What follows belongs to an exercise in optimizing a design on an open flow for small area, a short achievable clock period and few clock cycles; a production flow would make more cautious choices. Function was checked by simulation only, so behaviour that the tests miss may differ from the original. Power and IR drop assume default switching activity.

### design/flow/flow/run.sh
#!/bin/bash
# Layout flow:
#  1. the standard synthesis, with only the ABC mapping script changed
#     (flow/synth_custom.tcl, flow/abc_custom.script);
set -euo pipefail
W=$PWD
export FLOW_ABC_SCRIPT=$W/flow/abc_custom.script
sed "s#SYNTH_SCRIPT=[^ ]*#SYNTH_SCRIPT=$W/flow/synth_custom.tcl#" standard.sh > custom.sh
grep -q "SYNTH_SCRIPT=$W/flow/synth_custom.tcl" custom.sh
bash custom.sh synth > synth.log 2>&1
bash custom.sh \
  BUFFER_PORTS_ARGS="-buffer_cell sky130_fd_sc_hd__buf_2" \
  SETUP_SLACK_MARGIN=10.8 \
  finish > layout.log 2>&1
### design/flow/flow/abc_custom.script
strash
dch
amap
topo
stime -c
buffer -c
upsize -c
dnsize -c
### design/flow/flow/synth_custom.tcl
# The standard synthesis script (synth_recipe.tcl), with one change: the
# ABC technology-mapping script is replaced by flow/abc_custom.script (area
# mapping with amap, which maps XOR logic to XOR cells). Everything else,
# including the flip-flop mapping, is the standard synthesis.
proc synth {args} { yosys synth -nofsm -noshare {*}$args }
proc my_swap_abc_script {name1 name2 op} {
  global abc_args
  set i [lsearch -exact $abc_args -script]
  if {$i >= 0} { lset abc_args [expr {$i + 1}] $::env(FLOW_ABC_SCRIPT) }
}
trace add variable ::abc_args write my_swap_abc_script
source $::env(SCRIPTS_DIR)/synth.tcl
# left out here: clear keep_hierarchy, flatten, clean up, hide names made inside functions, write 1_2_yosys.v
### design/flow/standard.sh
#!/bin/bash
# synth_recipe.tcl (not shown) runs the flow's synth.tcl, then flattens the netlist and writes it again
# the make line also repeats each setting of config.mk as NAME=value (left out here)
make -C /OpenROAD-flow-scripts/flow DESIGN_CONFIG=/design/flow/config.mk WORK_HOME=/design/flow/orfs CLKGATE_MAP_FILE= SYNTH_SCRIPT=/design/flow/synth_recipe.tcl "${@:-finish}"
### design/flow/config.mk
export PLATFORM = sky130hd
export DESIGN_NAME = saes_core
export DESIGN_NICKNAME = saes_core
export VERILOG_FILES = /design/flow/design.v
export SDC_FILE = /design/flow/constraint.sdc
export NUM_CORES = 4
export LEC_CHECK = 0
export CAP_MARGIN = 20
export CORE_MARGIN = 2
export CORE_UTILIZATION = 25
export SLEW_MARGIN = 20
### design/flow/constraint.sdc
create_clock -name core_clock -period 20.0 [get_ports {clk}]
set_input_delay 4.0000 -clock core_clock [delete_from_list [all_inputs] [get_ports {clk}]]
set_output_delay 4.0000 -clock core_clock [all_outputs]
set_load 0.01 [all_outputs]
### design/flow/design.v
module saes_sbox (
    input  wire [3:0] x,
    output wire [3:0] y
);
wire new_n9, new_n10, new_n11, new_n12, new_n13, new_n14, new_n15, new_n16,
    new_n17, new_n18, new_n19, new_n20, new_n21, new_n23, new_n24, new_n25,
    new_n26, new_n27, new_n29, new_n30, new_n32;
    assign new_n9 = (~(x[1]));
    assign new_n10 = (~(new_n9)) | (~(x[2]));
    assign new_n11 = (~(new_n10)) | (~(x[0]));
    assign new_n12 = (~(x[3]));
    assign new_n13 = (~(new_n11)) | (~(new_n12));
    assign new_n14 = (~(new_n13)) | (~(new_n9));
    assign new_n15 = (~(new_n12)) | (~(x[1]));
    assign new_n16 = (~(x[2]));
    assign new_n17 = (~(new_n16)) | (~(x[3]));
    assign new_n18 = (~(new_n15)) | (~(new_n17));
    assign new_n19 = (~(x[0]));
    assign new_n20 = (~(new_n18)) | (~(new_n19));
    assign new_n21 = (~(new_n14)) | (~(new_n20));
    assign y[0]= (~(new_n21));
    assign new_n23 = (~(x[0])&~(new_n10));
    assign new_n24 = (~(new_n20)) | (~(x[3]));
    assign new_n25 = (~(x[1])&~(new_n12));
    assign new_n26 = (~(new_n15));
    assign new_n27 = (~(new_n25)&~(new_n26)) | (~(new_n16));
    assign y[1]= (~(new_n23)&~(new_n24)) | (~(new_n27));
    assign new_n29 = (~(new_n24)) | (~(new_n9));
    assign new_n30 = (~(new_n23)&~(new_n13));
    assign y[2]= (~(new_n29)&~(new_n30)) | (~(new_n16)&~(new_n30));
    assign new_n32 = (~(new_n19)&~(new_n25));
    assign y[3]= (~(new_n27)&(new_n17)) | (~(new_n32)&(new_n17));
endmodule
module saes_sbox1 (
    input  wire       m,
    input  wire [3:0] x,
    output wire [3:0] y
);
    wire [4:0] xm = {m, x};
wire new_n10, new_n11, new_n12, new_n13, new_n14, new_n15, new_n16,
    new_n17, new_n18, new_n19, new_n21, new_n22, new_n23, new_n24, new_n25,
    new_n26, new_n27, new_n28, new_n30, new_n31, new_n32, new_n34, new_n35;
    assign new_n10 = (~(xm[1]));
    assign new_n11 = (~(xm[3]));
    assign new_n12 = (~(xm[2]));
    assign new_n13 = (~(new_n12)) | (~(xm[4]));
    assign new_n14 = (~(new_n12)&~(xm[4])) | (~(xm[0])) | (~(new_n13));
    assign new_n15 = (~(xm[4]));
    assign new_n16 = (~(new_n12)&~(new_n11));
    assign new_n17 = (~(xm[0])&~(new_n16)) | (~(new_n15)&~(new_n16));
    assign new_n18 = (~(new_n10)&~(new_n17));
    assign new_n19 = (~(xm[0])&~(new_n13));
    assign y[0]= ((new_n10)&(new_n11)&(new_n14)) | ((new_n18)) | ((new_n19));
    assign new_n21 = (~(xm[1])&~(new_n12));
    assign new_n22 = (~(xm[0])&~(xm[4]));
    assign new_n23 = (~(new_n10)&~(xm[2]));
    assign new_n24 = (~(xm[0])&~(new_n23)) | (~(xm[4])&~(new_n23));
    assign new_n25 = ((new_n24)) | (~(new_n11));
    assign new_n26 = (~(xm[0])) | (~(new_n12));
    assign new_n27 = (~(new_n15)&~(new_n26)) | (~(xm[3]));
    assign new_n28 = (~(new_n11)&~(new_n18)) | (~(new_n15)&~(new_n18));
    assign y[1]= (~(new_n21)&~(new_n25)&~(new_n23)) | (~(new_n21)&~(new_n25)&~(new_n28)) | (~(new_n21)&~(new_n27)&~(new_n23)) | (~(new_n22)&~(new_n25)&~(new_n23)) | (~(new_n21)&~(new_n27)&~(new_n28)) | (~(new_n22)&~(new_n25)&~(new_n28)) | (~(new_n22)&~(new_n27)&~(new_n23)) | (~(new_n22)&~(new_n27)&~(new_n28));
    assign new_n30 = (~(xm[3])&~(new_n21));
    assign new_n31 = (~(new_n16)&~(new_n30)&~(new_n22));
    assign new_n32 = (~(xm[1])&~(new_n24)) | (~(xm[4])&~(new_n24));
    assign y[2]= (~(new_n22)&~(new_n31)&~(new_n32)) | (~(new_n30)&~(new_n31)&~(new_n32));
    assign new_n34 = (~(xm[0])) | (~(xm[4])) | (~(new_n23));
    assign new_n35 = (~(new_n11)&~(new_n15)) | (~(xm[3])&~(xm[4])) | (~(new_n21));
    assign y[3]= (~(xm[0])&~(new_n28)) | (~(new_n25)) | (~(new_n34)) | (~(new_n35));
endmodule
module saes_sbox2 (
    input  wire       m,
    input  wire [3:0] x,
    output wire [3:0] y
);
    wire [4:0] xm = {m, x};
wire new_n10, new_n11, new_n12, new_n13, new_n14, new_n15, new_n16,
    new_n17, new_n18, new_n19, new_n20, new_n21, new_n22, new_n23, new_n25,
    new_n26, new_n27, new_n28, new_n29, new_n31, new_n32, new_n33, new_n34,
    new_n35, new_n37, new_n38;
    assign new_n10 = (~(xm[0]));
    assign new_n11 = (~(xm[2]));
    assign new_n12 = (~(xm[3]));
    assign new_n13 = (~(xm[4]));
    assign new_n14 = (~(new_n11)&~(new_n13));
    assign new_n15 = (~(new_n11)&~(new_n14)) | (~(new_n12)&~(new_n14));
    assign new_n16 = (~(new_n10)&~(new_n15)) | (~(xm[1]));
    assign new_n17 = (~(xm[2])&~(new_n13));
    assign new_n18 = (~(xm[1])&~(xm[2])) | (~(xm[0])&~(xm[3]));
    assign new_n19 = (~(xm[0])&~(xm[1])) | (~(new_n18));
    assign new_n20 = (~(new_n10)) | (~(new_n11)) | (~(xm[1])) | (~(xm[3]));
    assign new_n21 = (~(xm[0])&~(xm[1]));
    assign new_n22 = (~(new_n17)) | (~(new_n21));
    assign new_n23 = (~(new_n17)&~(new_n19)) | (~(new_n20)) | (~(new_n22));
    assign y[0]= (~(new_n16)&~(new_n23)) | (~(xm[3])&~(new_n23));
    assign new_n25 = (~(xm[1]));
    assign new_n26 = (~(new_n10)&~(new_n25)) | (~(xm[2])) | (~(xm[3]));
    assign new_n27 = (~(new_n26)) | (~(new_n19));
    assign new_n28 = (~(xm[2])&~(new_n25)) | (~(new_n12));
    assign new_n29 = (~(new_n28)&~(xm[4])) | (~(new_n20)&~(xm[4]));
    assign y[1]= (~(xm[2])&~(new_n27)&~(new_n29)) | (~(xm[2])&~(xm[4])&~(new_n29)) | (~(new_n21)&~(new_n27)&~(new_n29)) | (~(new_n21)&~(xm[4])&~(new_n29));
    assign new_n31 = (~(xm[0])&~(xm[3])) | (~(xm[1])&~(xm[3]));
    assign new_n32 = (~(new_n10)&~(new_n15));
    assign new_n33 = (~(new_n15));
    assign new_n34 = (~(xm[0])&~(new_n33));
    assign new_n35 = (~(new_n32)&~(new_n34)) | (~(new_n25));
    assign y[2]= (~(new_n11)&~(new_n31)) | (~(new_n35));
    assign new_n37 = (~(xm[0])&~(xm[3])&~(new_n14));
    assign new_n38 = (~(new_n33)&~(new_n37)) | (~(xm[1])&~(new_n37));
    assign y[3]= (~(new_n26)&~(new_n32)) | (~(new_n38));
endmodule
module saes_gmul (
    input  wire [3:0] a,
    input  wire [3:0] b,
    output wire [3:0] p
);
    wire [3:0] a0 = a;
    wire [3:0] a1 = {a0[2:0], 1'b0} ^ {2'b00, a0[3], a0[3]};
    wire [3:0] a2 = {a1[2:0], 1'b0} ^ {2'b00, a1[3], a1[3]};
    wire [3:0] a3 = {a2[2:0], 1'b0} ^ {2'b00, a2[3], a2[3]};
    assign p = ({4{b[0]}} & a0) ^ ({4{b[1]}} & a1) ^
               ({4{b[2]}} & a2) ^ ({4{b[3]}} & a3);
endmodule
module saes_mul4 (
    input  wire [3:0] a,
    output wire [3:0] p
);
    assign p = {a[1], a[0] ^ a[3], a[2] ^ a[3], a[2]};
endmodule
module saes_mul9 (
    input  wire [3:0] a,
    output wire [3:0] p
);
    assign p = {a[0], a[3], a[2], a[1] ^ a[0]};
endmodule
module saes_mix_col (
    input  wire [15:0] x,
    output wire [15:0] y
);
    wire [3:0] a4, b4, c4, d4;
    saes_mul4 m_a (.a(x[15:12]), .p(a4));
    saes_mul4 m_b (.a(x[11:8]),  .p(b4));
    saes_mul4 m_c (.a(x[7:4]),   .p(c4));
    saes_mul4 m_d (.a(x[3:0]),   .p(d4));
    assign y = {x[15:12] ^ c4, x[11:8] ^ d4, a4 ^ x[7:4], b4 ^ x[3:0]};
endmodule
module saes_mul9_16 (
    input  wire [15:0] x,
    output wire [15:0] y
);
    saes_mul9 m3 (.a(x[15:12]), .p(y[15:12]));
    saes_mul9 m2 (.a(x[11:8]),  .p(y[11:8]));
    saes_mul9 m1 (.a(x[7:4]),   .p(y[7:4]));
    saes_mul9 m0 (.a(x[3:0]),   .p(y[3:0]));
endmodule
module saes_keyexp (
    input  wire [15:0] key,
    output wire [15:0] rk0,
    output wire [15:0] rk1,
    output wire [15:0] rk2,
    output wire [15:0] sb            
);
    wire [7:0] w0 = key[15:8];
    wire [7:0] w1 = key[7:0];
    wire [7:0] t1, t2;
    wire [7:0] w2, w3, w4, w5;
    saes_sbox s1h (.x(w1[3:0]), .y(t1[7:4]));
    saes_sbox s1l (.x(w1[7:4]), .y(t1[3:0]));
    assign w2 = w0 ^ t1 ^ 8'h80;
    assign w3 = w1 ^ w2;
    saes_sbox s2h (.x(w3[3:0]), .y(t2[7:4]));
    saes_sbox s2l (.x(w3[7:4]), .y(t2[3:0]));
    assign w4 = w2 ^ t2 ^ 8'h30;
    assign w5 = w3 ^ w4;
    assign rk0 = {w0, w1};
    assign rk1 = {w2, w3};
    assign rk2 = {w4, w5};
endmodule
module saes_stage (
    input  wire        m,
    input  wire        kz,           
    input  wire [15:0] x,
    input  wire [15:0] key,
    input  wire [15:0] xa,           
    input  wire [15:0] xc,           
    output wire [15:0] y,
    output wire [15:0] mid,
    output wire [15:0] rk1,
    output wire [15:0] rk2,
    output wire [15:0] sb            
);
    wire [15:0] r0, r1, r2, r1m, r1i;
    saes_keyexp u_kx (.key(key), .rk0(r0), .rk1(r1), .rk2(r2));
    saes_mix_col u_mk (.x(r1), .y(r1m));
    saes_mul9_16 u_m9 (.x(r1m), .y(r1i));
    wire [15:0] ka = (kz ? 16'h0000 : (m ? r2 : r0)) ^ xa;
    wire [15:0] kb = m ? r1i : r1;
    wire [15:0] kc = (m ? r0 : r2) ^ xc;
    wire [15:0] a  = x ^ ka;
    wire [15:0] as = {a[15:8], a[3:0], a[7:4]};
    wire [15:0] b, bm, c, cs, d;
    saes_sbox1 b3 (.m(m), .x(as[15:12]), .y(b[15:12]));
    saes_sbox1 b2 (.m(m), .x(as[11:8]),  .y(b[11:8]));
    saes_sbox1 b1 (.m(m), .x(as[7:4]),   .y(b[7:4]));
    saes_sbox1 b0 (.m(m), .x(as[3:0]),   .y(b[3:0]));
    saes_mix_col u_mc (.x(b), .y(bm));
    assign c  = bm ^ kb;
    assign cs = {c[15:8], c[3:0], c[7:4]};
    saes_sbox2 d3 (.m(m), .x(cs[15:12]), .y(d[15:12]));
    saes_sbox2 d2 (.m(m), .x(cs[11:8]),  .y(d[11:8]));
    saes_sbox2 d1 (.m(m), .x(cs[7:4]),   .y(d[7:4]));
    saes_sbox2 d0 (.m(m), .x(cs[3:0]),   .y(d[3:0]));
    assign y   = d ^ kc;
    assign mid = c;
    assign sb  = b;
    assign rk1 = r1;
    assign rk2 = r2;
endmodule
module saes_core (
    input  wire        clk,
    input  wire        rst,      
    input  wire        req,
    input  wire        we,
    input  wire [3:0]  addr,
    input  wire [15:0] wdata,
    output wire        ack,
    output reg  [15:0] rdata
);
    localparam [3:0] A_DIN    = 4'h0;
    localparam [3:0] A_KEY1   = 4'h1;
    localparam [3:0] A_KEY2   = 4'h2;
    localparam [3:0] A_KEY3   = 4'h3;
    localparam [3:0] A_IV     = 4'h4;
    localparam [3:0] A_CMD    = 4'h5;
    localparam [3:0] A_STATUS = 4'h6;
    localparam [3:0] A_DOUT   = 4'h7;
    localparam [3:0] A_R1I    = 4'h8;
    localparam [3:0] A_CHAIN  = 4'h9;
    localparam [3:0] A_RK0    = 4'hA;
    localparam [3:0] A_RK1    = 4'hB;
    localparam [3:0] A_RK2    = 4'hC;
    localparam [3:0] OP_NOP   = 4'h0;
    localparam [3:0] OP_GMUL  = 4'h1;
    localparam [3:0] OP_SUBN  = 4'h2;
    localparam [3:0] OP_ISUBN = 4'h3;
    localparam [3:0] OP_SHROW = 4'h4;
    localparam [3:0] OP_MIXC  = 4'h5;
    localparam [3:0] OP_IMIXC = 4'h6;
    localparam [3:0] OP_KEXP  = 4'h7;
    localparam [3:0] OP_ENC   = 4'h8;
    localparam [3:0] OP_DEC   = 4'h9;
    localparam [3:0] OP_CBCI  = 4'hA;
    localparam [3:0] OP_CBCE  = 4'hB;
    localparam [3:0] OP_CBCD  = 4'hC;
    reg [15:0] din, key1, key2, key3, iv;
    reg [7:0]  cmd_code;
    reg        cv;
    reg [1:0]  ecode;
    reg        eany;
    reg [15:0] dout, r1i, chain, rk0;
    reg        dv, rv, kv;           
    reg        fin, fin_ce;
    reg        md_dec, md_cbc;       
    reg [1:0]  md_v;
    reg [1:0]  stg;                  
    reg [15:0] s;                    
    reg        pend;                 
    reg [3:0]  pa;                   
    reg        pav;                  
    reg        pm;                   
    wire ld1  = (pa == A_RK0 && pav) || (pa == A_RK1 && !pav);
    wire ld2  = (pa == A_RK1 && pav) || (pa == A_RK2 && !pav);
    wire parr = ld1 || ld2;
    wire hold = (pa == A_RK1 || pa == A_RK2) && pav;    
    wire rd_hit = (addr == pa) && pav;
    wire ldrk   = pav ? (req && !pend && !we && rd_hit) : 1'b1;
    assign ack = req & ~pend & (we | rd_hit);
    wire acc    = req & ~pend;
    wire acc_wr = acc & we;
    wire [7:0] code    = wdata[7:0];
    wire [3:0] opc     = code[7:4];
    wire [1:0] var_sel = code[3:2];
    reg legal;
    always @(*) begin
        legal = 1'b0;
        if (code[1:0] == 2'b00) begin
            case (opc)
                OP_NOP, OP_GMUL, OP_SUBN, OP_ISUBN, OP_SHROW,
                OP_MIXC, OP_IMIXC, OP_KEXP, OP_CBCI:
                    legal = (var_sel == 2'b00);
                OP_ENC, OP_DEC, OP_CBCE, OP_CBCD:
                    legal = (var_sel != 2'b11);
                default:
                    legal = 1'b0;
            endcase
        end
    end
    wire needs_chain = (opc == OP_CBCE) || (opc == OP_CBCD);
    wire is_cipher   = (opc == OP_ENC) || (opc == OP_DEC) || needs_chain;
    wire run_ok      = legal && !(needs_chain && !cv);
    wire c_dec       = (opc == OP_DEC) || (opc == OP_CBCD);
    wire [3:0] md_opc = md_dec ? (md_cbc ? OP_CBCD : OP_DEC) : (md_cbc ? OP_CBCE : OP_ENC);
    wire hit = (code[7:2] == {md_opc, md_v}) && ((md_v == 2'b00) || (stg == 2'd2)) && !parr;
    wire acc_cmd = acc_wr && (addr == A_CMD);
    reg       mP;
    reg [1:0] ksel;                  
    always @(*) begin
        case (stg)
            2'd2: begin
                mP   = md_dec ? (md_v == 2'b01) : (md_v == 2'b10);
                ksel = (md_dec && md_v == 2'b01) ? 2'd0 : 2'd1;
            end
            2'd3: begin
                mP   = md_dec;
                ksel = md_dec ? 2'd0 : 2'd2;
            end
            default: begin
                mP   = pm ? cmd_code[4] : md_dec;
                ksel = md_dec ? md_v : 2'd0;
            end
        endcase
    end
    reg [15:0] keyP;
    always @(*) begin
        if (parr)
            keyP = rk0;
        else case (ksel)
            2'd1:    keyP = key2;
            2'd2:    keyP = key3;
            default: keyP = key1;
        endcase
    end
    wire [15:0] base = ((md_v == 2'b00) || pend) ? din : wdata;
    wire last   = (stg == {1'b0, md_v[1]} + {1'b0, md_v != 2'b00} + 2'd1);    
    wire [15:0] chain_eff = fin_ce ? s : chain;
    wire [15:0] dout_eff  = fin ? s : dout;
    wire [15:0] xP   = (stg != 2'd1) ? s : base;
    wire [15:0] xaP  = (stg == 2'd1 && md_cbc && !md_dec && !pm) ? chain_eff : 16'h0000;
    wire [15:0] xcP  = (last && md_cbc && md_dec) ? chain_eff : 16'h0000;
    wire [15:0] yP, midP, rk1x, rk2x, sbP;
    saes_stage u_p (.m(mP), .kz(pm), .x(xP), .key(keyP), .xa(xaP), .xc(xcP),
                    .y(yP), .mid(midP), .rk1(rk1x), .rk2(rk2x), .sb(sbP));
    wire [15:0] sb2P = {sbP[14:12], sbP[15], sbP[10:8], sbP[11], sbP[6:4], sbP[7], sbP[2:0], sbP[3]}
                     ^ {2'b00, sbP[15], 1'b0, 2'b00, sbP[11], 1'b0, 2'b00, sbP[7], 1'b0, 2'b00, sbP[3], 1'b0};
    wire [15:0] sbsel = cmd_code[4] ? sb2P : sbP;
    wire [15:0] subn_res = {sbsel[15:8], sbsel[3:0], sbsel[7:4]};
    wire commit = pend ? (last && !pm) : (acc_cmd && run_ok && is_cipher && hit && !md_v[1]);
    wire step   = pend ? !last : (acc_cmd && run_ok && is_cipher && hit && md_v[1]);
    wire [3:0]  gmul_res;
    wire [15:0] mixc_res, imixc_res;
    saes_gmul    u_gmul  (.a(din[7:4]), .b(din[3:0]), .p(gmul_res));
    saes_mix_col u_mixc  (.x(din), .y(mixc_res));
    saes_mul9_16 u_imixc (.x(mixc_res), .y(imixc_res));
    reg [15:0] prim_res;
    always @(*) begin
        case (opc)
            OP_GMUL:  prim_res = {12'h000, gmul_res};
            OP_SHROW: prim_res = {din[15:8], din[3:0], din[7:4]};
            OP_MIXC:  prim_res = mixc_res;
            default:  prim_res = imixc_res;
        endcase
    end
    wire is_prim = (opc == OP_GMUL) || (opc == OP_SHROW) || (opc == OP_MIXC) || (opc == OP_IMIXC);
    wire is_sub  = (opc == OP_SUBN) || (opc == OP_ISUBN);
    always @(posedge clk) begin
        if (rst) begin
            din      <= 16'h0000;
            key1     <= 16'h0000;
            key2     <= 16'h0000;
            key3     <= 16'h0000;
            iv       <= 16'h0000;
            cmd_code <= 8'h00;
            cv       <= 1'b0;
            ecode    <= 2'b00;
            eany     <= 1'b0;
            dv       <= 1'b0;
            rv       <= 1'b0;
            kv       <= 1'b0;
            md_dec   <= 1'b0;
            md_cbc   <= 1'b1;
            md_v     <= 2'b00;
            stg      <= 2'd1;
            pend     <= 1'b0;
            pa       <= A_DOUT;
            pav      <= 1'b1;
            pm       <= 1'b0;
            fin      <= 1'b0;
            fin_ce   <= 1'b0;
        end else begin
            fin    <= commit;
            fin_ce <= commit && md_cbc && !md_dec;
            if (acc_wr) begin
                case (addr)
                    A_DIN:  din  <= wdata;
                    A_KEY1: key1 <= wdata;
                    A_KEY2: key2 <= wdata;
                    A_KEY3: key3 <= wdata;
                    A_IV:   iv   <= wdata;
                    default: ;
                endcase
            end
            pav <= 1'b1;
            if (req && !pend && !we) begin
                if (!rd_hit) begin
                    pa  <= addr;
                    pav <= !(addr == A_RK1 || addr == A_RK2) || (addr == pa && !pav);
                end else case (addr)
                    A_DOUT:  pa <= (cmd_code == 8'h80) ? A_R1I :
                                   (cmd_code[7:4] == OP_CBCE || cmd_code[7:4] == OP_CBCD) ? A_CHAIN : A_STATUS;
                    A_R1I:   pa <= A_STATUS;
                    A_CHAIN: pa <= A_STATUS;
                    A_STATUS: pa <= (ecode == 2'b01) ? A_CMD : A_DOUT;
                    A_RK0:   pa <= A_RK1;
                    A_RK1:   pa <= A_RK2;
                    default: ;
                endcase
            end else if (acc_wr && !acc_cmd) begin
                if (pa == A_RK0 || pa == A_RK1 || pa == A_RK2) begin
                    pa  <= A_DOUT;
                    pav <= 1'b1;
                end
            end else if (acc_cmd) begin
                if (!run_ok)
                    pa <= A_STATUS;
                else if (is_prim || is_sub || is_cipher)
                    pa <= A_DOUT;
                else if (opc == OP_KEXP)
                    pa <= A_RK0;
                else
                    pa <= A_STATUS;
            end
            if (acc_cmd) begin
                cmd_code <= code;
                if (!legal) begin
                    ecode <= 2'b01;
                    eany  <= 1'b1;
                end else if (needs_chain && !cv) begin
                    ecode <= 2'b10;
                    eany  <= 1'b1;
                end else begin
                    ecode <= 2'b00;
                    if (is_prim || is_sub)
                        dv <= 1'b1;
                    if (is_sub) begin
                        pm   <= 1'b1;
                        pend <= 1'b1;
                    end
                    if (opc == OP_KEXP)
                        kv <= 1'b1;
                    if (opc == OP_CBCI) begin
                        cv <= 1'b1;
                        if (md_cbc && !md_dec)
                            md_dec <= 1'b1;
                    end
                    if (is_cipher && !hit) begin
                        md_dec <= c_dec;
                        md_cbc <= needs_chain;
                        md_v   <= var_sel;
                        pend   <= 1'b1;
                    end
                    if (is_cipher && hit && md_v[1])
                        pend   <= 1'b1;
                end
            end
            if (commit) begin
                dv <= 1'b1;
                if (!md_dec && !md_cbc && md_v == 2'b00)
                    rv <= 1'b1;
            end
            if (pend) begin
                if (pm) begin
                    pend <= 1'b0;
                    pm   <= 1'b0;
                end else if (last) begin
                    pend <= 1'b0;
                    stg  <= 2'd1;
                end else begin
                    stg  <= stg + 2'd1;
                end
            end else if (acc_wr) begin
                if (step)
                    stg <= 2'd3;
                else if (addr == A_DIN && md_v != 2'b00 && stg == 2'd1 && !parr)
                    stg <= 2'd2;
                else
                    stg <= 2'd1;
            end else if (parr && ldrk) begin
                stg <= 2'd1;             
            end
        end
    end
    always @(posedge clk) begin
        if (parr) begin
            if (ldrk)
                s <= ld1 ? rk1x : rk2x;
        end else if (hold && !acc_wr) begin
        end else if (stg == 2'd1 || step || commit)
            s <= yP;
        if (fin) begin
            dout <= s;
            if (fin_ce)
                chain <= s;
        end
        if (commit) begin
            if (md_cbc && md_dec)
                chain <= din;
            if (!md_dec && !md_cbc && md_v == 2'b00)
                r1i <= midP;
        end
        if (pend && pm) begin
            dout <= subn_res;
        end else if (acc_cmd && run_ok && is_prim) begin
            dout <= prim_res;
        end
        if (acc_cmd && run_ok) begin
            if (opc == OP_KEXP)
                rk0 <= key1;
            if (opc == OP_CBCI)
                chain <= iv;
        end
    end
    always @(*) begin
        case (pa)
            A_DIN:    rdata = din;
            A_KEY1:   rdata = key1;
            A_KEY2:   rdata = key2;
            A_KEY3:   rdata = key3;
            A_IV:     rdata = iv;
            A_CMD:    rdata = {8'h00, cmd_code};
            A_STATUS: rdata = {12'h000, eany, ecode, cv};
            A_DOUT:   rdata = dv ? dout_eff : 16'h0000;
            A_R1I:    rdata = rv ? r1i : 16'h0000;
            A_CHAIN:  rdata = cv ? chain_eff : 16'h0000;
            A_RK0:    rdata = kv ? rk0 : 16'h0000;
            A_RK1:    rdata = kv ? s : 16'h0000;
            A_RK2:    rdata = kv ? s : 16'h0000;
            default:  rdata = 16'h0000;
        endcase
    end
endmodule
==> run notes, run 1 <==
- Largest incremental delay on the critical path: 0.48 ns
- Leading cell type by number of instances after synthesis: sky130_fd_sc_hd__nor2_1
- Setup-violating endpoint count in the final report: 0
- Worst setup path start: pa[2]
- Power density over the cells: 110 nW/um^2
- Chip Width: 243 um
- Post-place setup slack: 8.74 ns
- Final WL: 70.9 mm
- RePlAce Congestion: 1.02
- Die height: 243 um
- Share of the clock period used by the worst path after layout: 45.5%
- Top-Level Pins: 41
- Synthesis warning total: 1
- DRT antenna net count: 0
- Largest net degree at the start of global routing: 62
- Syn Area/Cell: 7.24 um^2
- Cell type with the highest aggregate area in the netlist: sky130_fd_sc_hd__dfxtp_1
- Vias in the first global route: 15440
- Number of CTS-inserted buffers: 17
- Number of maximum-capacitance constraint violations: 0
- Layout cells sized above 1: 21.4%
- DRC viols: 0
- Setup TNS after final layout: 0 ns
- Hold_buf cts: 0
- CP delay by family, top: compound AO/OA/AOI/OAI gates
- Area growth from synthesis to layout: 21.0%
- CP Data Required Time: 20.20 ns
- DR WL/cell: 25.2 um
- Pwr Total: 1.90 mW
- Category of the worst setup path launch point: flip-flop
- Biggest fanout along the worst timing path: 40
- Worst path slowest cell: sky130_fd_sc_hd__dfxtp_1
- Initial detailed-routing violation count: 2668
- Net count after synthesis: 2012
- Critical hold path startpoint: key1[12]
- Yosys reg bits: 190
- Post-DP Area: 15300 um^2
- Cell types occupying the most area after synthesis: sky130_fd_sc_hd__dfxtp_1 20%, sky130_fd_sc_hd__edfxtp_1 10%, sky130_fd_sc_hd__o22ai_1 9.6%
- Startpoint-to-endpoint class of the critical path: reg -> reg
- Grt total ovfl: 0
- Transition time at the pin with the least slew margin: 1.16 ns
- Worst slew margin relative to its limit: 22.3%
- Worst supply voltage drop on vdd: 0.0621 mV
- Synth cell count leaders: 337 x sky130_fd_sc_hd__nor2_1, 219 x sky130_fd_sc_hd__o22ai_1, 190 x sky130_fd_sc_hd__a21oi_1
- Distinct cell type count after synthesis: 75
- Synthesized netlist cell count: 1971
- Synthesized cell area: 14300 um^2
- Main flop type after synthesis: sky130_fd_sc_hd__dfxtp_1
- Leakage power figure: 5.97 nW
- Die area: 59000 um^2
- Antenna violations before repair: 0
- Number of hold violations in the final report: 0
- Clk buf depth: 2
- CP arrival: 9.29 ns
- Number of buffer cells added on primary ports: 40
- Share of the yosys chip area belonging to registers: 30.0%
- Overall via count from detail_route: 17073
- HPWL after DPL: 51.2 mm
- Clock-pin slew on the worst setup and hold paths: 0.08 ns
- Worst setup slack after layout: 10.91 ns
- Wire length of the first global-routing pass: 102 mm
- Most common cell on crit path: sky130_fd_sc_hd__a21oi_1
- Setup repair after global routing missed its margin: yes
- Result of the run: timing/DRC/antenna clean
- Total Nets Final: 2083
- Top-area cell type share of the netlist area: 19.9%
- R2R Path Start: pa[2]
- EDFF count, synth: 48
- Combined global-route utilization of all metal layers: 22.8%
- Slew Viols, Final: 0
- Area of the core region: 56400 um^2
- Setup Skew: 0.0192 ns
- Library cell used as clock root buffer: sky130_fd_sc_hd__clkbuf_16
- Std-Cell Rows: 87
- Antenna diodes: 0
- Min-Delay Path Class: reg -> reg
- Post-route cell area: 17300 um^2
- CTS tree: yes
- Worst path buffer plus inverter count: 11
- Period minus WS final: 9.09 ns
- Maximum level of the CTS H-tree: 4
- Clock sink total: 190
- Clock latency of the later-clocked register in the worst-skew pair: 0.47 ns
- Starting Density: 25.3%
- Share of synthesized registers carrying an async set or reset: 0%
- Type of element capturing the critical path: flip-flop
- Via/cell ratio: 6.07
- Drt pass-1 iters: 6
- Maximum achievable frequency: 110 MHz
report_power, final:
part | switching, mW | internal, mW | total (mW)
registers | 0.0447 | 0.449 | 0.494
logic | 0.646 | 0.380 | 1.03
clock network | 0.179 | 0.197 | 0.376
total | 0.869 | 1.03 | 1.90
layout make-up:
class                   count  area [um^2]
clock buffers              19          453
clock inverters            13          169
repair buffers            159         1130
flip-flops and latches    190         4290
well taps                 756          946
fillers                  6095        39100
inverters                 224          853
multi-input cells        1450         9440
cell families after synthesis:
kind of cell / count (synthesis) / share of synthesized area (%)
adder cells (fa/ha/maj): 17 / 1.49
buffers and inverters: 331 / 9.11
AND/OR/NAND/NOR: 523 / 15.4
AO/OA/AOI/OAI: 904 / 43.6
XOR/XNOR: 6 / 0.368
flip-flops: 190 / 30.0
per-stage QoR:
step | util (%) | std cells | hold slack (ns)
after floorplan | - | 1971 | 0.408
after global placement | 27.1 | 2693 | 0.409
after detailed placement | 27.1 | 2693 | 0.415
after CTS | 28.9 | 2745 | 0.433
after global routing | 30.6 | 2811 | 0.448
final | 30.6 | 2811 | 0.433
final timing paths:
check / endpoint / slack [ns] / depth (start not counted)
worst min register to register: rk0[12] / 0.43 / 0
worst max-delay path: s[8] / 10.91 / 45
worst max register to register: s[8] / 10.91 / 45
worst min-delay path: rk0[12] / 0.43 / 0
worst reg2reg max path, delay by kind of cell, from the launching register on:
family / cells / cell delay (ns)
DFF: 1 / 0.48
AOI/OAI and AO/OA: 21 / 4.14
and+or+nand+nor: 10 / 1.46
adders and majority gates: 3 / 0.81
buffers and inverters: 11 / 1.93
layer usage:
layer	vias up	track usage, %	share of wire, %
met5	-	0	0
met4	0	13.5	6.0
met2	1166	34.3	43
li1	7513	-	-
met3	233	4.12	10
met1	8161	30.3	40
layout by cell type (no fill, tap or decap), drive strengths merged, types with 19 or more instances in the layout:
cell      n
a21oi   221
a22oi    72
o221ai   41
inv     215
o21ai   164
buf     159
nor3     33
a221oi   52
clkbuf   19
edfxtp   48
nand2    95
dfxtp   142
nor2    351
o22ai   235
repair_timing:
action / CTS / global route
setup endpoints to repair: 37 / 17
hold endpoints to repair: 0 / 0
pin swaps: 9 / 32
buffers inserted: 20 / 66
gates resized for setup: 45 / 86
Testbench counts, summed over its fixed seeds: cycles 59,570.
==> run 2: changes to the inputs <==
--- a/design/flow/design.v
+++ b/design/flow/design.v
@@ -407,7 +407,6 @@
                 end else case (addr)
-                    A_DOUT:  pa <= (cmd_code == 8'h80) ? A_R1I :
-                                   (cmd_code[7:4] == OP_CBCE || cmd_code[7:4] == OP_CBCD) ? A_CHAIN : A_STATUS;
+                    A_DOUT:  pa <= (cmd_code == 8'h80) ? A_R1I : A_CHAIN;
                     A_R1I:   pa <= A_STATUS;
                     A_CHAIN: pa <= A_STATUS;
-                    A_STATUS: pa <= (ecode == 2'b01) ? A_CMD : A_DOUT;
+                    A_STATUS: pa <= A_DOUT;
                     A_RK0:   pa <= A_RK1;
==> design/flow/flow/run.sh (replaced) <==
#!/bin/bash
# Layout flow: the standard synthesis unchanged, then the standard ORFS
# layout with buf_2 port buffers instead of delay cells, and timing repair
# asked for extra setup margin. Constraints and clock are the standard flow's.
set -euo pipefail
bash standard.sh synth > synth.log 2>&1
bash standard.sh \
  BUFFER_PORTS_ARGS="-buffer_cell sky130_fd_sc_hd__buf_2" \
  SETUP_SLACK_MARGIN=11 \
  finish > layout.log 2>&1
--- a/design/flow/config.mk
+++ b/design/flow/config.mk
@@ -7,5 +7,6 @@
 export LEC_CHECK = 0
+export ABC_AREA = 1
 export CAP_MARGIN = 20
 export CORE_MARGIN = 2
-export CORE_UTILIZATION = 25
+export CORE_UTILIZATION = 40
 export SLEW_MARGIN = 20
removed: design/flow/flow/abc_custom.script
removed: design/flow/flow/synth_custom.tcl
==> run notes, run 2 <==
- Synth cell count leaders: 608 x sky130_fd_sc_hd__nand2_1, 274 x sky130_fd_sc_hd__inv_1, 255 x sky130_fd_sc_hd__o21ai_0
- Share of the clock period used by the worst path after layout: 44.6% (-0.84 points)
- Clock latency of the later-clocked register in the worst-skew pair: 0.47 ns (about the same)
- Largest net degree at the start of global routing: 99 (+60%)
- Min-Delay Path Class: reg -> reg
- Number of CTS-inserted buffers: 17 (unchanged)
- Maximum level of the CTS H-tree: 4 (unchanged)
- Category of the worst setup path launch point: primary input
- Worst path slowest cell: sky130_fd_sc_hd__xor2_2
- Die height: 206 um (-15%)
- Crit. path cell count: 8 (-82%)
- Synthesis warning total: 1 (unchanged)
- Worst slew margin relative to its limit: 28.1% (+5.8 points)
- Clk buf depth: 2 (unchanged)
- Synthesized netlist cell count: 2577 (+31%)
- Number of hold violations in the final report: 0 (unchanged)
- Die area: 42400 um^2 (-28%)
- CTS tree: yes
- Slew Viols, Final: 0 (unchanged)
- Cell type with the highest aggregate area in the netlist: sky130_fd_sc_hd__dfxtp_1
- Final Core Density: 44.1% (+13 points)
- Startpoint-to-endpoint class of the critical path: in -> out
- Overall via count from detail_route: 18234 (+6.8%)
- Via/cell ratio: 5.88 (-3.2%)
- Std-Cell Rows: 73 (-16%)
- Hold_buf cts: 0 (unchanged)
- Main flop type after synthesis: sky130_fd_sc_hd__dfxtp_1
- Share of synthesized registers carrying an async set or reset: 0% (unchanged)
- Layout cells sized above 1: 11.2% (-10 points)
- Type of element capturing the critical path: primary output
- Setup-violating endpoint count in the final report: 0 (unchanged)
- Setup repair after global routing missed its margin: yes
- Top-area cell type share of the netlist area: 17.4% (-2.5 points)
- Cell types occupying the most area after synthesis: sky130_fd_sc_hd__dfxtp_1 17%, sky130_fd_sc_hd__nand2_1 14%, sky130_fd_sc_hd__edfxtp_1 8.8%
- Most frequent cells in the layout: 607 x sky130_fd_sc_hd__nand2_1, 270 x sky130_fd_sc_hd__inv_1, 254 x sky130_fd_sc_hd__o21ai_0, 221 x sky130_fd_sc_hd__nand3_1, 198 x sky130_fd_sc_hd__nor2_1
- Library cell used as clock root buffer: sky130_fd_sc_hd__clkbuf_16
- Final WL: 68.2 mm (-3.8%)
- Most common library cell in the layout ignoring fill and taps: sky130_fd_sc_hd__nand2_1
- Grt total ovfl: 0 (unchanged)
- Wire length on met3: 7.14 mm (-3.2%)
- Top-Level Pins: 41 (unchanged)
- Yosys reg bits: 190 (unchanged)
- Area of the core region: 40000 um^2 (-29%)
- Worst setup path start: addr[0]
- Result of the run: timing/DRC/antenna clean
- Wire length of the first global-routing pass: 101 mm (-0.42%)
- Distinct cell type count after synthesis: 64 (-15%)
- Initial detailed-routing violation count: 2195 (-18%)
- Synthesized cell area: 16300 um^2 (+14%)
- Transition time at the pin with the least slew margin: 1.07 ns (-0.0861 ns)
- Share of the yosys chip area belonging to registers: 26.3% (-3.7 points)
- RePlAce Congestion: 1.01 (-0.79%)
- Clock-pin slew on the worst setup and hold paths: 0.08 ns (about the same)
- EDFF count, synth: 48 (unchanged)
- CP delay by family, top: buffers and inverters
- Setup Skew: 0.0221 ns (+0.00288 ns)
- Slack of the worst reg-to-reg path: 11.89 ns (+0.98 ns)
- HPWL after DPL: 52.6 mm (+2.7%)
- Number of buffer cells added on primary ports: 40 (unchanged)
- R2R Path Start: stg[0]
- Worst supply voltage drop on vdd: 0.0681 mV (+9.7%)
- Area growth from synthesis to layout: 8.29%
- Detailed-routing wirelength on met1: 29.4 mm (+2.7%)
- Clock sink total: 190 (unchanged)
- Biggest fanout along the worst timing path: 5 (-88%)
- Setup TNS after final layout: 0 ns (unchanged)
- Period minus WS final: 8.93 ns (-0.168 ns)
- Chip Width: 206 um (-15%)
- Leading cell type by number of instances after synthesis: sky130_fd_sc_hd__nand2_1
- DR WL/cell: 22.0 um (-13%)
- Antenna violations before repair: 1 (+1)
- Starting Density: 40.7% (+15 points)
- Worst setup path end: ack
- Net count after synthesis: 2618 (+30%)
- Combined global-route utilization of all metal layers: 32.2% (+9.4 points)
- Worst R2R Path Depth: 50 (+11%)
- Largest incremental delay on the critical path: 0.14 ns (-0.34 ns)
- Maximum achievable frequency: 112 MHz (+1.9%)
- Total Nets Final: 2602 (+25%)
- Highest signal layer in the routed design: met4
- CP Data Required Time: 16.00 ns (-4.20 ns)
- CP arrival: 4.93 ns (-4.36 ns)
- Power density over the cells: 117 nW/um^2 (+7.0%)
- Number of maximum-capacitance constraint violations: 0 (unchanged)
- Leakage power figure: 7.71 nW (+29%)
- Routed wire length on met2: 30.1 mm (-1.9%)
- DRT antenna net count: 0 (unchanged)
- End of the worst register-to-register path: s[12]
- Drt pass-1 iters: 6 (unchanged)
- Worst path buffer plus inverter count: 3 (-8)
- Vias in the first global route: 16081 (+4.2%)
- Syn Area/Cell: 6.32 um^2 (-13%)
- Critical-path cell list: buf_8 -> xor2_2 -> a21oi_2 -> nand3_2 -> nor2_4 -> inv_2 -> o21ai_2 -> buf_2
- DRC viols: 0 (unchanged)
[run 2: area by class of cell]
cell class              count  area [um^2]
repair buffers             74          472
clock inverters            13          151
fillers                  4270        22400
multi-input cells        1964        10400
well taps                 525          657
clock buffers              19          475
inverters                 314         1190
flip-flops and latches    190         4280
diodes                      2         5.00
[run 2: cell families after synthesis]
family / Yosys count / synth area share [%]
flops: 190 / 26.3
mux: 1 / 0.0614
buf+inv: 423 / 10.3
compound gates: 652 / 23.6
fa+ha+maj: 17 / 1.31
xor+xnor: 90 / 5.21
simple gates: 1204 / 33.3
[run 2: worst reg2reg max path, delay by kind of cell, from the launching register on]
kind / cells / cell delay, ns
AO/OA/AOI/OAI: 6 / 1.21
adder cells (fa/ha/maj): 5 / 1.59
buffers and inverters: 9 / 1.12
flip-flops: 1 / 0.37
AND/OR/NAND/NOR: 30 / 3.57
[run 2: worst min-delay path by stage]
stage	from	end	slack [ns]	cells past startpoint
2_1_floorplan	key1[10]	rk0[10]	0.41	0
3_3_place_gp	key1[14]	rk0[14]	0.41	0
3_5_place_dp	key1[8]	rk0[8]	0.42	0
4_1_cts	key1[8]	rk0[8]	0.42	0
5_1_grt	key1[8]	rk0[8]	0.43	0
6_report	key1[8]	rk0[8]	0.42	0
[run 2: where the power goes]
group / switching, mW / leakage [nW] / internal [mW]
registers: 0.0222 / 1.60 / 0.458
clock network: 0.170 / 0.306 / 0.202
logic: 0.847 / 5.81 / 0.372
[run 2: metal layers]
metal,vias up,global-route usage [%]
li1,8676,-
met1,8551,44.8
met2,916,49.9
met3,91,7.51
met4,0,8.29
met5,-,0
[run 2: metrics by stage]
stage | setup slack [ns] | cell area (um^2) | instances | hold WS, ns | power [mW]
after global placement | 10.78 | 16900 | 3061 | 0.411 | 1.66
after global routing | 10.99 | 17600 | 3099 | 0.429 | 2.24
final | 11.07 | 17600 | 3101 | 0.424 | 2.07
after floorplan | 11.00 | 16300 | 2577 | 0.408 | 1.38
after CTS | 11.01 | 17600 | 3094 | 0.422 | 2.05
after detailed placement | 10.80 | 16900 | 3061 | 0.415 | 1.68
[run 2: what timing repair did]
action | in CTS | in global routing
hold endpoints to repair | 0 | 0
pin swaps | 2 | 3
resized for setup | 4 | 14
endpoints found under the setup margin | 1 | 17
buffers inserted | 1 | 5
Testbench counts of run 2, summed over its fixed seeds: cycles 59,727.

## afterwards: timing with drivers on the ports
How much do the figures lean on ideal ports? The routed layouts below were timed once more, with nothing changed but the port constraints.
Step 1 (the two cells are an assumption about what drives the block):
set clk [get_ports {clk}]
set_driving_cell -lib_cell sky130_fd_sc_hd__clkbuf_16 $clk
set_driving_cell -lib_cell sky130_fd_sc_hd__buf_2 [delete_from_list [all_inputs] $clk]
Step 2 adds t to the input delays and takes it off the output delays; t is the mean of the earliest and latest rising clock arrival at the registers after step 1. Input paths then give back, and output paths get back, about the clock's delay inside the block.
Three values: no drivers, after step 1, after step 2; two values: the first two.
run	shift t [ns]	slack for setup (ns)	worst slew at a driven data input, ns	pins driven straight from the clock port
run 1	0.512	10.905 / 10.905 / 10.699	0.04	1
run 2	0.510	11.073 / 11.035 / 11.035	0.07	1
After both steps every run listed still meets setup and hold. For run 1, which loses most, drivers alone change the setup slack by 0.000 ns; drivers and shift together by -0.206 ns.
